This design comes from an exercise in tuning for small area and few clock cycles on the open sky130 flow, not from production work.
In this exercise RTL edits were held to simulation tests only and were not proved equivalent to the original.
Power and IR drop assume default switching activity.

Design slmp_record, start of the top module:
module slmp_record (
    input  wire        clk,
    input  wire        rst,
    input  wire        cmd_valid,
    output wire        cmd_ready,
    input  wire [7:0]  cmd_op,
    input  wire [15:0] cmd_n,
    input  wire        in_valid,
    output wire        in_ready,
    input  wire [23:0] in_data,
    output wire        out_valid,
    input  wire        out_ready,
    output wire [5:0]  out_field,
    output wire [2:0]  out_kind,
    output wire [31:0] out_data,
    output reg         done,
    output reg  [3:0]  st_err,
    output reg  [3:0]  st_sub,
    output reg  [15:0] olen,
    output reg  [15:0] res
);
    localparam [7:0] OP_LAYOUT = 8'h60;
    localparam [7:0] OP_SIZEOF = 8'h61;
    localparam [7:0] OP_DEC    = 8'h62;
    localparam [2:0] C_OK      = 3'd0;
    localparam [2:0] C_UNSUP   = 3'd1;   
    localparam [2:0] C_MISSING = 3'd2;   
    localparam [2:0] C_WCOUNT  = 3'd3;   
  ...
For scale: ~40,000 sq um of cells after synthesis.
Settings: LEC_CHECK=0, ABC_AREA=1, CAP_MARGIN=20, CORE_MARGIN=2, CORE_UTILIZATION=55, CTS_BUF_LIST=sky130_fd_sc_hd__clkbuf_16, CTS_CLUSTER_DIAMETER=60, CTS_CLUSTER_SIZE=30, SLEW_MARGIN=20; clock period 6.0 ns.
run.sh (not shown) runs the stock make flow with config.mk's settings and CLKGATE_MAP_FILE= SYNTH_SCRIPT=/design/flow/synth_recipe.tcl, a recipe that flattens the netlist after the stock synthesis.
Testbench counts at the start, summed over its fixed seeds: cycles 21,641.
Rerun with:
Settings changed: ABC_AREA 1 to not set, CORE_UTILIZATION 55 to 40, CTS_BUF_LIST sky130_fd_sc_hd__clkbuf_16 to not set, CTS_CLUSTER_DIAMETER 60 to not set, CTS_CLUSTER_SIZE 30 to not set.
Result: Non-clock buffer count increases by 80. Power increases by 32%. Routed wire length increases by 4.5%.

* * *

slmp_record, a different RTL version from the one above (not shown whole).
Size: about 2,900 cells after synthesis, roughly 140 I/O pins.
Design slmp_record, start of the top module:
module slmp_record (
    input  wire        clk,
    input  wire        rst,
    input  wire        cmd_valid,
    output wire        cmd_ready,
    input  wire [7:0]  cmd_op,
    input  wire [15:0] cmd_n,
    input  wire        in_valid,
    output wire        in_ready,
    input  wire [23:0] in_data,
    output wire        out_valid,
    input  wire        out_ready,
    output wire [5:0]  out_field,
    output wire [2:0]  out_kind,
    output wire [31:0] out_data,
    output reg         done,
    output reg  [3:0]  st_err,
    output reg  [3:0]  st_sub,
    output reg  [15:0] olen,
    output reg  [15:0] res
);
clock: 6.0 ns
lec_check: 0
cap_margin: 0
core_margin: 2
core_utilization: 70
cts_buf_list: sky130_fd_sc_hd__clkbuf_16
cts_cluster_diameter: 90
cts_cluster_size: 30
slew_margin: 0
The first run produced a clean layout.
Testbench counts at the start, summed over its fixed seeds: cycles 21,097.
Rerun with:
- CELL_PAD_IN_SITES_DETAIL_PLACEMENT: unset -> 0
- CELL_PAD_IN_SITES_GLOBAL_PLACEMENT: unset -> 0
- CORE_UTILIZATION: 70 -> 65
What happened:
- cell count goes up by 0.53%
- setup slack gets better by 370 ps
- synthesized area stays the same
- sequential power goes up by about 0.6%
- count of clock-buffer cells in the layout drops by 1
- sequential share of layout area barely changes
Rerun with:
- CAP_MARGIN: 0 -> 20
- CELL_PAD_IN_SITES_DETAIL_PLACEMENT: 0 -> unset
- CELL_PAD_IN_SITES_GLOBAL_PLACEMENT: 0 -> unset
- CORE_UTILIZATION: 65 -> 55
- CTS_CLUSTER_DIAMETER: 90 -> 60
- SLEW_MARGIN: 0 -> 20
Result: The changed run completed without violations. Utilization decreases by 9.8 points. Setup slack degrades by 29 ps. Critical path depth does not change. Cell count went up by 5.5%. Register-to-register slack degrades by 90 ps. Wire length came out higher by 4.2%. Hold slack got worse by 21 ps. Maximum frequency drops by 0.59%. Count of clock-buffer cells in the layout went up by 13. Die area rises by 18%. Total power increases by 8.4%.
Rerun with:
- CORE_UTILIZATION: 55 -> 65
=> Synthesized cell count stays the same; utilization is higher by 11 points; die area is lower by about 15%.
Rerun with:
- CORE_UTILIZATION: 65 -> 55
- GPL_TIMING_DRIVEN: unset -> 0
Outcome: Sequential power fell by about 2%. Global-route usage rose by 3.4 points. Combinational power rose by 46%. Power rose by 4.5%. Cell area rose by 2.7%. Cell count rose by 9.0%.

## afterwards: timing with drivers on the ports
Ports are ideal in the flow. The routed layouts listed here were re-timed in OpenROAD. Step 1: set_driving_cell puts a clkbuf_16 on clk and a buf_2 on each other input, an assumption about the parent block. Step 2 adds t to the input delays and takes it off the output delays; t is the mean of the earliest and latest rising clock arrival at the registers after step 1. Input paths then give back, and output paths get back, about the clock's delay inside the block. Slacks: ideal / step 1 / step 2; pairs: ideal / step 1.
run	t (ns)	setup slack, ns	worst register clock-pin slew, ns	pins driven straight from the clock port
the first run of note 1	0.708	0.327 / 0.327 / 0.101	0.11 / 0.11	1
the second run of note 1	0.756	0.128 / 0.128 / 0.128	0.07 / 0.07	1
the first run of note 2	0.688	0.801 / 0.737 / 0.588	0.12 / 0.12	1
the second run of note 2	0.681	1.169 / 1.133 / 0.756	0.11 / 0.11	1
the third run of note 2	0.703	1.140 / 1.113 / 0.538	0.11 / 0.11	1
the fourth run of note 2	0.701	1.079 / 1.049 / 0.642	0.11 / 0.11	1
the fifth run of note 2	0.724	0.473 / 0.510 / -0.214	0.11 / 0.11	1
Met with ideal ports but missed after step 2: setup timing in the fifth run of note 2. The setup slack of the fifth run of note 2, which loses most, moves by +0.037 ns with the drivers and by -0.687 ns with both steps.
